This design comes from an exercise in tuning for small area on the open sky130 flow, not from production work. Where RTL was checked, it was by simulation tests only, not by an equivalence proof against the original. No activity file was given, so power comes from the tool's default toggle rates.

==> inputs of 01-14 <==
Design zacwire_rx, start of the top module:
module zacwire_rx (
    input  wire        clk,
    input  wire        rst,
    input  wire [1:0]  cfg_profile,    
    input  wire [15:0] cfg_rate,       
    input  wire        ev_valid,
    input  wire [32:0] ev_word,
    input  wire        cmd_valid,
    input  wire [66:0] cmd_word,
    output wire        cmd_ready,
    output reg         rsp_valid,
    output wire [34:0] rsp_word
);
clock: 20.0 ns
lec_check: 0
cap_margin: 0
core_margin: 2
core_utilization: 40
place_density: 0.6
slew_margin: 0
buffer_ports_args: -buffer_cell sky130_fd_sc_hd__buf_1
cts_args: -sink_clustering_enable -repair_clock_nets -dont_use_dummy_load -buf_list sky130_fd_sc_hd__clkbuf_8 -sink_clustering_size 16 -sink_clustering_max_diameter 50
standard.sh (not shown) runs the stock make flow with config.mk's settings and CLKGATE_MAP_FILE= SYNTH_SCRIPT=/design/flow/synth_recipe.tcl, a recipe that flattens the netlist after the stock synthesis.
==> flow/flow/run.sh <==
#!/bin/bash
# Standard ORFS layout (the standard.sh, standard synthesis unchanged), with
# the port buffers made of the smallest buffer cell and a clock tree of
# smaller buffers without dummy loads.
set -euo pipefail
echo 'export BUFFER_PORTS_ARGS = -buffer_cell sky130_fd_sc_hd__buf_1' >> config.mk
echo 'export CTS_ARGS = -sink_clustering_enable -repair_clock_nets -dont_use_dummy_load -buf_list sky130_fd_sc_hd__clkbuf_8 -sink_clustering_size 16 -sink_clustering_max_diameter 50' >> config.mk
bash standard.sh finish > standard_flow.log 2>&1
==> inputs of 07-22, as changes to 01-14 <==
--- a/flow/design.v
+++ b/flow/design.v
@@ -75,12 +75,14 @@
     wire        bel  = acca[10];        
     wire [1:0]  cz   = acca[12:11];     
     wire        b1   = acca[18];
     wire        b2   = acca[19];
     wire        b3   = acca[20];
     reg        sgn;
+    reg        lead;
+    reg [4:0]  sc;
     wire [2:0]  cmd_op  = cmd_word[66:64];
     wire [31:0] cmd_now = cmd_word[63:32];
     wire [31:0] cmd_tmo = cmd_word[31:0];
     wire        op_slow = (cmd_op == 3'd3) || (cmd_op == 3'd4);
     assign cmd_ready = ((est == E_IDLE) && !op_slow) || ((est == E_WIN) && (dc == 4'd10));
     wire   cmd_fire  = cmd_valid && cmd_ready;
@@ -226,15 +228,13 @@
     generate
         for (gp = 0; gp < 14; gp = gp + 1) begin : g_pmrev
             assign pmrev[gp] = pm[13 - gp];
         end
     endgenerate
     wire        pbit   = pmrev[cnt[3:0]];                        
-    wire        lead   = |nreg[31:9];
-    wire        fdone  = nreg[9];                                 
-    wire        rbit   = prof14 ? |nreg[21:9] : |nreg[18:9];      
+    wire        rbit   = lead && (prof14 ? uge16({11'd0, sc}, 16'd10) : uge16({11'd0, sc}, 16'd13));
     wire        f1     = (est == E_F1);
     wire [7:0]  span   = narrow ? 8'd70 : 8'd200;
     wire [7:0]  radd   = f1 ? (pbit ? span : 8'd0) : {7'd0, rbit};
     wire [15:0] rp     = {1'b0, rr, 1'b0} + {8'd0, radd};
     wire [15:0] mval   = prof14 ? 16'd16383 : 16'd2047;
     wire        qge1   = uge16(rp, mval);
@@ -261,17 +261,15 @@
     assign rsp_word[34:32] = rstat;
     assign rsp_word[31:0]  = (kind == 2'd1) ? {pv, 17'd0, preg} :
                              (kind == 2'd2) ? {31'd0, conn} :
                              (kind == 2'd3) ? {sgn, expo, frac} : 32'd0;
     wire commit = ((est == E_R1) && conn && pv && !repv) ||
                   ((est == E_PE) && !acca[17]);
+    wire f3push = (est == E_F3) && lead;
     always @(posedge clk) begin
-        nreg <= {(est == E_NW) ? cmd_now[ofs] :
-                 (est == E_F3) ? sbit :
-                 (est == E_CP || est == E_F1 || est == E_F2) ? 1'b0 : nreg[0],
-                 nreg[31:1]};
+        nreg <= {(est == E_NW) ? cmd_now[ofs] : (f3push ? sbit : nreg[0]), nreg[31:1]};
         rept <= {(est == E_CP) ? nreg[0] : rept[0], rept[31:1]};
         if (commit) repp <= pm;
         ofs  <= ofs + 5'd1;
         rsp_valid <= 1'b0;
         case (est)
             E_IDLE: begin
@@ -372,19 +370,24 @@
                 if (cnt[3:0] == 4'd13) est <= E_F2;
             end
             E_F2: begin
                 sgn  <= ineg;
                 acca <= {ifix, rfix};
                 cnt  <= 6'd0;
+                sc   <= 5'd0;
+                lead <= 1'b0;
                 est  <= E_F3;
             end
             E_F3: begin
                 acca <= {ireg[6:0], 1'b0, (cnt[5:3] != 3'd0) ? rnext : rr};
                 cnt <= cnt + 6'd1;
-                if (fdone) begin
-                    begin
+                if (!lead) begin
+                    if (sbit) lead <= 1'b1;
+                end else begin
+                    sc <= sc + 5'd1;
+                    if (sc == 5'd22) begin
                         rsp_valid <= 1'b1;
                         rstat     <= ST_OK;
                         kind      <= 2'd3;
                         est       <= E_IDLE;
                     end
                 end
- CAP_MARGIN: 0 -> 20
- SLEW_MARGIN: 0 -> 20
==> inputs of 07-20, as changes to 01-14 <==
--- a/flow/design.v
+++ b/flow/design.v
@@ -51,14 +51,13 @@
     reg [31:0] hbts;
     reg        repv;
     reg [13:0] repp;
     reg [31:0] rept;            
     reg        armed;
     localparam [3:0] E_IDLE = 4'd0, E_NW = 4'd1, E_WIN = 4'd2, E_R1 = 4'd3,
-                     E_PL = 4'd4, E_PE = 4'd5, E_F1 = 4'd6, E_F2 = 4'd7, E_F3 = 4'd8,
-                     E_CP = 4'd9;
+                     E_PL = 4'd4, E_PE = 4'd5, E_F1 = 4'd6, E_F2 = 4'd7, E_F3 = 4'd8;
     reg [3:0]  est;
     reg [4:0]  ofs;             
     reg [31:0] nreg;            
     reg        conn;
     reg [13:0] preg;            
     reg        pv;
@@ -75,12 +74,14 @@
     wire        bel  = acca[10];        
     wire [1:0]  cz   = acca[12:11];     
     wire        b1   = acca[18];
     wire        b2   = acca[19];
     wire        b3   = acca[20];
     reg        sgn;
+    reg        lead;
+    reg [4:0]  sc;
     wire [2:0]  cmd_op  = cmd_word[66:64];
     wire [31:0] cmd_now = cmd_word[63:32];
     wire [31:0] cmd_tmo = cmd_word[31:0];
     wire        op_slow = (cmd_op == 3'd3) || (cmd_op == 3'd4);
     assign cmd_ready = ((est == E_IDLE) && !op_slow) || ((est == E_WIN) && (dc == 4'd10));
     wire   cmd_fire  = cmd_valid && cmd_ready;
@@ -226,15 +227,13 @@
     generate
         for (gp = 0; gp < 14; gp = gp + 1) begin : g_pmrev
             assign pmrev[gp] = pm[13 - gp];
         end
     endgenerate
     wire        pbit   = pmrev[cnt[3:0]];                        
-    wire        lead   = |nreg[31:9];
-    wire        fdone  = nreg[9];                                 
-    wire        rbit   = prof14 ? |nreg[21:9] : |nreg[18:9];      
+    wire        rbit   = lead && (prof14 ? uge16({11'd0, sc}, 16'd10) : uge16({11'd0, sc}, 16'd13));
     wire        f1     = (est == E_F1);
     wire [7:0]  span   = narrow ? 8'd70 : 8'd200;
     wire [7:0]  radd   = f1 ? (pbit ? span : 8'd0) : {7'd0, rbit};
     wire [15:0] rp     = {1'b0, rr, 1'b0} + {8'd0, radd};
     wire [15:0] mval   = prof14 ? 16'd16383 : 16'd2047;
     wire        qge1   = uge16(rp, mval);
@@ -261,30 +260,30 @@
     assign rsp_word[34:32] = rstat;
     assign rsp_word[31:0]  = (kind == 2'd1) ? {pv, 17'd0, preg} :
                              (kind == 2'd2) ? {31'd0, conn} :
                              (kind == 2'd3) ? {sgn, expo, frac} : 32'd0;
     wire commit = ((est == E_R1) && conn && pv && !repv) ||
                   ((est == E_PE) && !acca[17]);
+    wire f3push = (est == E_F3) && lead;
     always @(posedge clk) begin
-        nreg <= {(est == E_NW) ? cmd_now[ofs] :
-                 (est == E_F3) ? sbit :
-                 (est == E_CP || est == E_F1 || est == E_F2) ? 1'b0 : nreg[0],
-                 nreg[31:1]};
-        rept <= {(est == E_CP) ? nreg[0] : rept[0], rept[31:1]};
+        if (est == E_NW && ofs == 5'd31)
+            nreg <= cmd_now;
+        else
+            nreg <= {f3push ? sbit : nreg[0], nreg[31:1]};
+        rept <= commit ? {nreg[0], nreg[31:1]} : {rept[0], rept[31:1]};
         if (commit) repp <= pm;
         ofs  <= ofs + 5'd1;
         rsp_valid <= 1'b0;
         case (est)
             E_IDLE: begin
                 if (cmd_valid) begin
                     if (cmd_op == 3'd3) begin
                         est <= E_WIN;
                         cnt <= 6'd0;
                     end else if (cmd_op == 3'd4) begin
                         est <= E_NW;
-                        cnt <= 6'd0;
                     end else begin
                         rsp_valid <= 1'b1;
                         kind      <= 2'd0;
                         case (cmd_op)
                             3'd0: rstat <= cmd_word[0] ? ST_OK : ST_BEGINFAIL;
                             3'd1: rstat <= ST_OK;
@@ -297,25 +296,17 @@
                             default: rstat <= ST_BADOP;
                         endcase
                     end
                 end
             end
             E_NW: begin
-                cnt <= cnt + 6'd1;
-                if (cnt[4:0] == 5'd31) begin
+                if (ofs == 5'd31) begin
                     est <= E_WIN;
                     cnt <= 6'd0;
                 end
             end
-            E_CP: begin
-                cnt <= cnt + 6'd1;
-                if (cnt[4:0] == 5'd31) begin
-                    est <= E_F1;
-                    cnt <= prof14 ? 6'd0 : 6'd3;
-                end
-            end
             E_WIN: begin
                 acca <= {9'd0, zc[4], el_s[4], th2[3:2], th1, tw[13:10]};
                 cnt <= cnt + 6'd1;
                 if (dc == 4'd10) begin
                     conn <= conn_now;
                     if (cmd_op == 3'd3) begin
@@ -342,49 +333,55 @@
                     est       <= E_IDLE;
                 end else if (!pv) begin
                     rsp_valid <= 1'b1;
                     rstat     <= ST_MISREAD;
                     est       <= E_IDLE;
                 end else if (!repv) begin
-                    est <= E_CP;
+                    est <= E_F1;
+                    cnt <= prof14 ? 6'd0 : 6'd3;
                 end else if (ofs == 5'd31) begin
                     est  <= E_PL;
                 end
             end
             E_PL: begin
                 acca <= {1'b0, b3n, b2n, b1n, asum[18:1]};
                 cnt  <= cnt + 6'd1;
                 if (cnt == 6'd45) est <= E_PE;
             end
             E_PE: begin
-                cnt  <= 6'd0;
+                cnt  <= prof14 ? 6'd0 : 6'd3;
                 acca <= 22'd0;
                 if (acca[17]) begin
                     rsp_valid <= 1'b1;
                     rstat     <= ST_MISREAD;
                     est       <= E_IDLE;
                 end else begin
-                    est <= E_CP;
+                    est <= E_F1;
                 end
             end
             E_F1: begin
                 acca <= {inext, rnext};
                 cnt  <= cnt + 6'd1;
                 if (cnt[3:0] == 4'd13) est <= E_F2;
             end
             E_F2: begin
                 sgn  <= ineg;
                 acca <= {ifix, rfix};
                 cnt  <= 6'd0;
+                sc   <= 5'd0;
+                lead <= 1'b0;
                 est  <= E_F3;
             end
             E_F3: begin
                 acca <= {ireg[6:0], 1'b0, (cnt[5:3] != 3'd0) ? rnext : rr};
                 cnt <= cnt + 6'd1;
-                if (fdone) begin
-                    begin
+                if (!lead) begin
+                    if (sbit) lead <= 1'b1;
+                end else begin
+                    sc <= sc + 5'd1;
+                    if (sc == 5'd22) begin
                         rsp_valid <= 1'b1;
                         rstat     <= ST_OK;
                         kind      <= 2'd3;
                         est       <= E_IDLE;
                     end
                 end
- CAP_MARGIN: 0 -> 20
- SLEW_MARGIN: 0 -> 20
==> inputs of 08-21, as changes to 01-14 <==
--- a/flow/design.v
+++ b/flow/design.v
@@ -51,14 +51,13 @@
     reg [31:0] hbts;
     reg        repv;
     reg [13:0] repp;
     reg [31:0] rept;            
     reg        armed;
     localparam [3:0] E_IDLE = 4'd0, E_NW = 4'd1, E_WIN = 4'd2, E_R1 = 4'd3,
-                     E_PL = 4'd4, E_PE = 4'd5, E_F1 = 4'd6, E_F2 = 4'd7, E_F3 = 4'd8,
-                     E_CP = 4'd9;
+                     E_PL = 4'd4, E_PE = 4'd5, E_F1 = 4'd6, E_F2 = 4'd7, E_F3 = 4'd8;
     reg [3:0]  est;
     reg [4:0]  ofs;             
     reg [31:0] nreg;            
     reg        conn;
     reg [13:0] preg;            
     reg        pv;
@@ -75,12 +74,14 @@
     wire        bel  = acca[10];        
     wire [1:0]  cz   = acca[12:11];     
     wire        b1   = acca[18];
     wire        b2   = acca[19];
     wire        b3   = acca[20];
     reg        sgn;
+    reg        lead;
+    reg [4:0]  sc;
     wire [2:0]  cmd_op  = cmd_word[66:64];
     wire [31:0] cmd_now = cmd_word[63:32];
     wire [31:0] cmd_tmo = cmd_word[31:0];
     wire        op_slow = (cmd_op == 3'd3) || (cmd_op == 3'd4);
     assign cmd_ready = ((est == E_IDLE) && !op_slow) || ((est == E_WIN) && (dc == 4'd10));
     wire   cmd_fire  = cmd_valid && cmd_ready;
@@ -226,15 +227,13 @@
     generate
         for (gp = 0; gp < 14; gp = gp + 1) begin : g_pmrev
             assign pmrev[gp] = pm[13 - gp];
         end
     endgenerate
     wire        pbit   = pmrev[cnt[3:0]];                        
-    wire        lead   = |nreg[31:9];
-    wire        fdone  = nreg[9];                                 
-    wire        rbit   = prof14 ? |nreg[21:9] : |nreg[18:9];      
+    wire        rbit   = lead && (prof14 ? uge16({11'd0, sc}, 16'd10) : uge16({11'd0, sc}, 16'd13));
     wire        f1     = (est == E_F1);
     wire [7:0]  span   = narrow ? 8'd70 : 8'd200;
     wire [7:0]  radd   = f1 ? (pbit ? span : 8'd0) : {7'd0, rbit};
     wire [15:0] rp     = {1'b0, rr, 1'b0} + {8'd0, radd};
     wire [15:0] mval   = prof14 ? 16'd16383 : 16'd2047;
     wire        qge1   = uge16(rp, mval);
@@ -261,30 +260,30 @@
     assign rsp_word[34:32] = rstat;
     assign rsp_word[31:0]  = (kind == 2'd1) ? {pv, 17'd0, preg} :
                              (kind == 2'd2) ? {31'd0, conn} :
                              (kind == 2'd3) ? {sgn, expo, frac} : 32'd0;
     wire commit = ((est == E_R1) && conn && pv && !repv) ||
                   ((est == E_PE) && !acca[17]);
+    wire f3push = (est == E_F3) && lead;
     always @(posedge clk) begin
-        nreg <= {(est == E_NW) ? cmd_now[ofs] :
-                 (est == E_F3) ? sbit :
-                 (est == E_CP || est == E_F1 || est == E_F2) ? 1'b0 : nreg[0],
-                 nreg[31:1]};
-        rept <= {(est == E_CP) ? nreg[0] : rept[0], rept[31:1]};
+        if (est == E_NW && ofs == 5'd31)
+            nreg <= cmd_now;
+        else
+            nreg <= {f3push ? sbit : nreg[0], nreg[31:1]};
+        rept <= commit ? {nreg[0], nreg[31:1]} : {rept[0], rept[31:1]};
         if (commit) repp <= pm;
         ofs  <= ofs + 5'd1;
         rsp_valid <= 1'b0;
         case (est)
             E_IDLE: begin
                 if (cmd_valid) begin
                     if (cmd_op == 3'd3) begin
                         est <= E_WIN;
                         cnt <= 6'd0;
                     end else if (cmd_op == 3'd4) begin
                         est <= E_NW;
-                        cnt <= 6'd0;
                     end else begin
                         rsp_valid <= 1'b1;
                         kind      <= 2'd0;
                         case (cmd_op)
                             3'd0: rstat <= cmd_word[0] ? ST_OK : ST_BEGINFAIL;
                             3'd1: rstat <= ST_OK;
@@ -297,25 +296,17 @@
                             default: rstat <= ST_BADOP;
                         endcase
                     end
                 end
             end
             E_NW: begin
-                cnt <= cnt + 6'd1;
-                if (cnt[4:0] == 5'd31) begin
+                if (ofs == 5'd31) begin
                     est <= E_WIN;
                     cnt <= 6'd0;
                 end
             end
-            E_CP: begin
-                cnt <= cnt + 6'd1;
-                if (cnt[4:0] == 5'd31) begin
-                    est <= E_F1;
-                    cnt <= prof14 ? 6'd0 : 6'd3;
-                end
-            end
             E_WIN: begin
                 acca <= {9'd0, zc[4], el_s[4], th2[3:2], th1, tw[13:10]};
                 cnt <= cnt + 6'd1;
                 if (dc == 4'd10) begin
                     conn <= conn_now;
                     if (cmd_op == 3'd3) begin
@@ -342,49 +333,55 @@
                     est       <= E_IDLE;
                 end else if (!pv) begin
                     rsp_valid <= 1'b1;
                     rstat     <= ST_MISREAD;
                     est       <= E_IDLE;
                 end else if (!repv) begin
-                    est <= E_CP;
+                    est <= E_F1;
+                    cnt <= prof14 ? 6'd0 : 6'd3;
                 end else if (ofs == 5'd31) begin
                     est  <= E_PL;
                 end
             end
             E_PL: begin
                 acca <= {1'b0, b3n, b2n, b1n, asum[18:1]};
                 cnt  <= cnt + 6'd1;
                 if (cnt == 6'd45) est <= E_PE;
             end
             E_PE: begin
-                cnt  <= 6'd0;
+                cnt  <= prof14 ? 6'd0 : 6'd3;
                 acca <= 22'd0;
                 if (acca[17]) begin
                     rsp_valid <= 1'b1;
                     rstat     <= ST_MISREAD;
                     est       <= E_IDLE;
                 end else begin
-                    est <= E_CP;
+                    est <= E_F1;
                 end
             end
             E_F1: begin
                 acca <= {inext, rnext};
                 cnt  <= cnt + 6'd1;
                 if (cnt[3:0] == 4'd13) est <= E_F2;
             end
             E_F2: begin
                 sgn  <= ineg;
                 acca <= {ifix, rfix};
                 cnt  <= 6'd0;
+                sc   <= 5'd0;
+                lead <= 1'b0;
                 est  <= E_F3;
             end
             E_F3: begin
                 acca <= {ireg[6:0], 1'b0, (cnt[5:3] != 3'd0) ? rnext : rr};
                 cnt <= cnt + 6'd1;
-                if (fdone) begin
-                    begin
+                if (!lead) begin
+                    if (sbit) lead <= 1'b1;
+                end else begin
+                    sc <= sc + 5'd1;
+                    if (sc == 5'd22) begin
                         rsp_valid <= 1'b1;
                         rstat     <= ST_OK;
                         kind      <= 2'd3;
                         est       <= E_IDLE;
                     end
                 end
- CAP_MARGIN: 0 -> 20
- CORE_UTILIZATION: 40 -> 55
- GPL_TIMING_DRIVEN: not set -> 0
- PLACE_DENSITY: 0.6 -> 0.7
- SLEW_MARGIN: 0 -> 20
==> comparison table <==
item                                                                            08-21                    07-20                   01-14                   07-22
Gr usage total                                                                  30.1%                    22.8%                   22.1%                   22.7%
Number of fill cells in the layout                                               2698                     4219                    4039                    4101
Wire length of the first global-routing pass                                 77800 um                 79000 um                76300 um                78000 um
Die H                                                                          182 um                   212 um                  209 um                  210 um
Total power draw                                                              1.36 mW                  1.36 mW                 2.32 mW                 1.58 mW
Share of synthesized cell area in and, or, nand and nor gates                   16.7%                    16.7%                   17.1%                   17.9%
Post-Route Skew                                                               72.0 ps                   112 ps                 99.5 ps                 93.9 ps
Result of the run                                    no timing/DRC/antenna violations  no timing/DRC/antenna violations  no timing/DRC/antenna violations  no timing/DRC/antenna violations
Leak pwr                                                                      7.36 nW                  7.32 nW                 6.93 nW                 7.03 nW
Non-clock buffer share                                                          4.98%                    3.88%                   3.86%                   3.89%
Most common library cell in the layout ignoring fill and taps  sky130_fd_sc_hd__buf_1  sky130_fd_sc_hd__nor2_1  sky130_fd_sc_hd__buf_1  sky130_fd_sc_hd__buf_1
ANT cells                                                                           1                        1                       0                       2
Total nets after synthesis                                                       2030                     2030                    2002                    2025
Sequential cell count                                                             260                      260                     254                     260
Clock buffer count from CTS                                                        29                       31                      31                      31
Clock share of power                                                            22.3%                    23.5%                   13.3%                   19.9%
Only the layout flow was run in 07-22; the RTL was not checked for function there.

[separate check: timing with driven ports]
The flow's constraints put no driver on any port. The routed layouts listed below were extracted and timed again, unchanged, in two steps. Step 1: set_driving_cell puts a clkbuf_16 on clk and a buf_2 on each other input, an assumption about the parent block. Step 2, shift: input delay + t, output delay - t, t = (earliest + latest rising clock arrival at the registers) / 2. This alone moves slack from input paths to output paths. Slacks: ideal ports / drivers / drivers and shift; pairs: ideal ports / drivers.
| run | shift t [ns] | setup WS [ns] | pins driven straight from the clock port |
|---|---|---|---|
| 01-14 | 0.623 | 10.417 / 10.439 / 9.816 | 1 |
| 07-22 | 0.650 | 9.932 / 9.952 / 9.302 | 1 |
| 07-20 | 0.662 | 10.150 / 10.176 / 9.514 | 1 |
| 08-21 | 0.640 | 9.186 / 9.212 / 8.572 | 1 |
After both steps every run listed still meets setup and hold. The setup slack of 07-20, which loses most, moves by +0.026 ns with the drivers and by -0.636 ns with both steps.
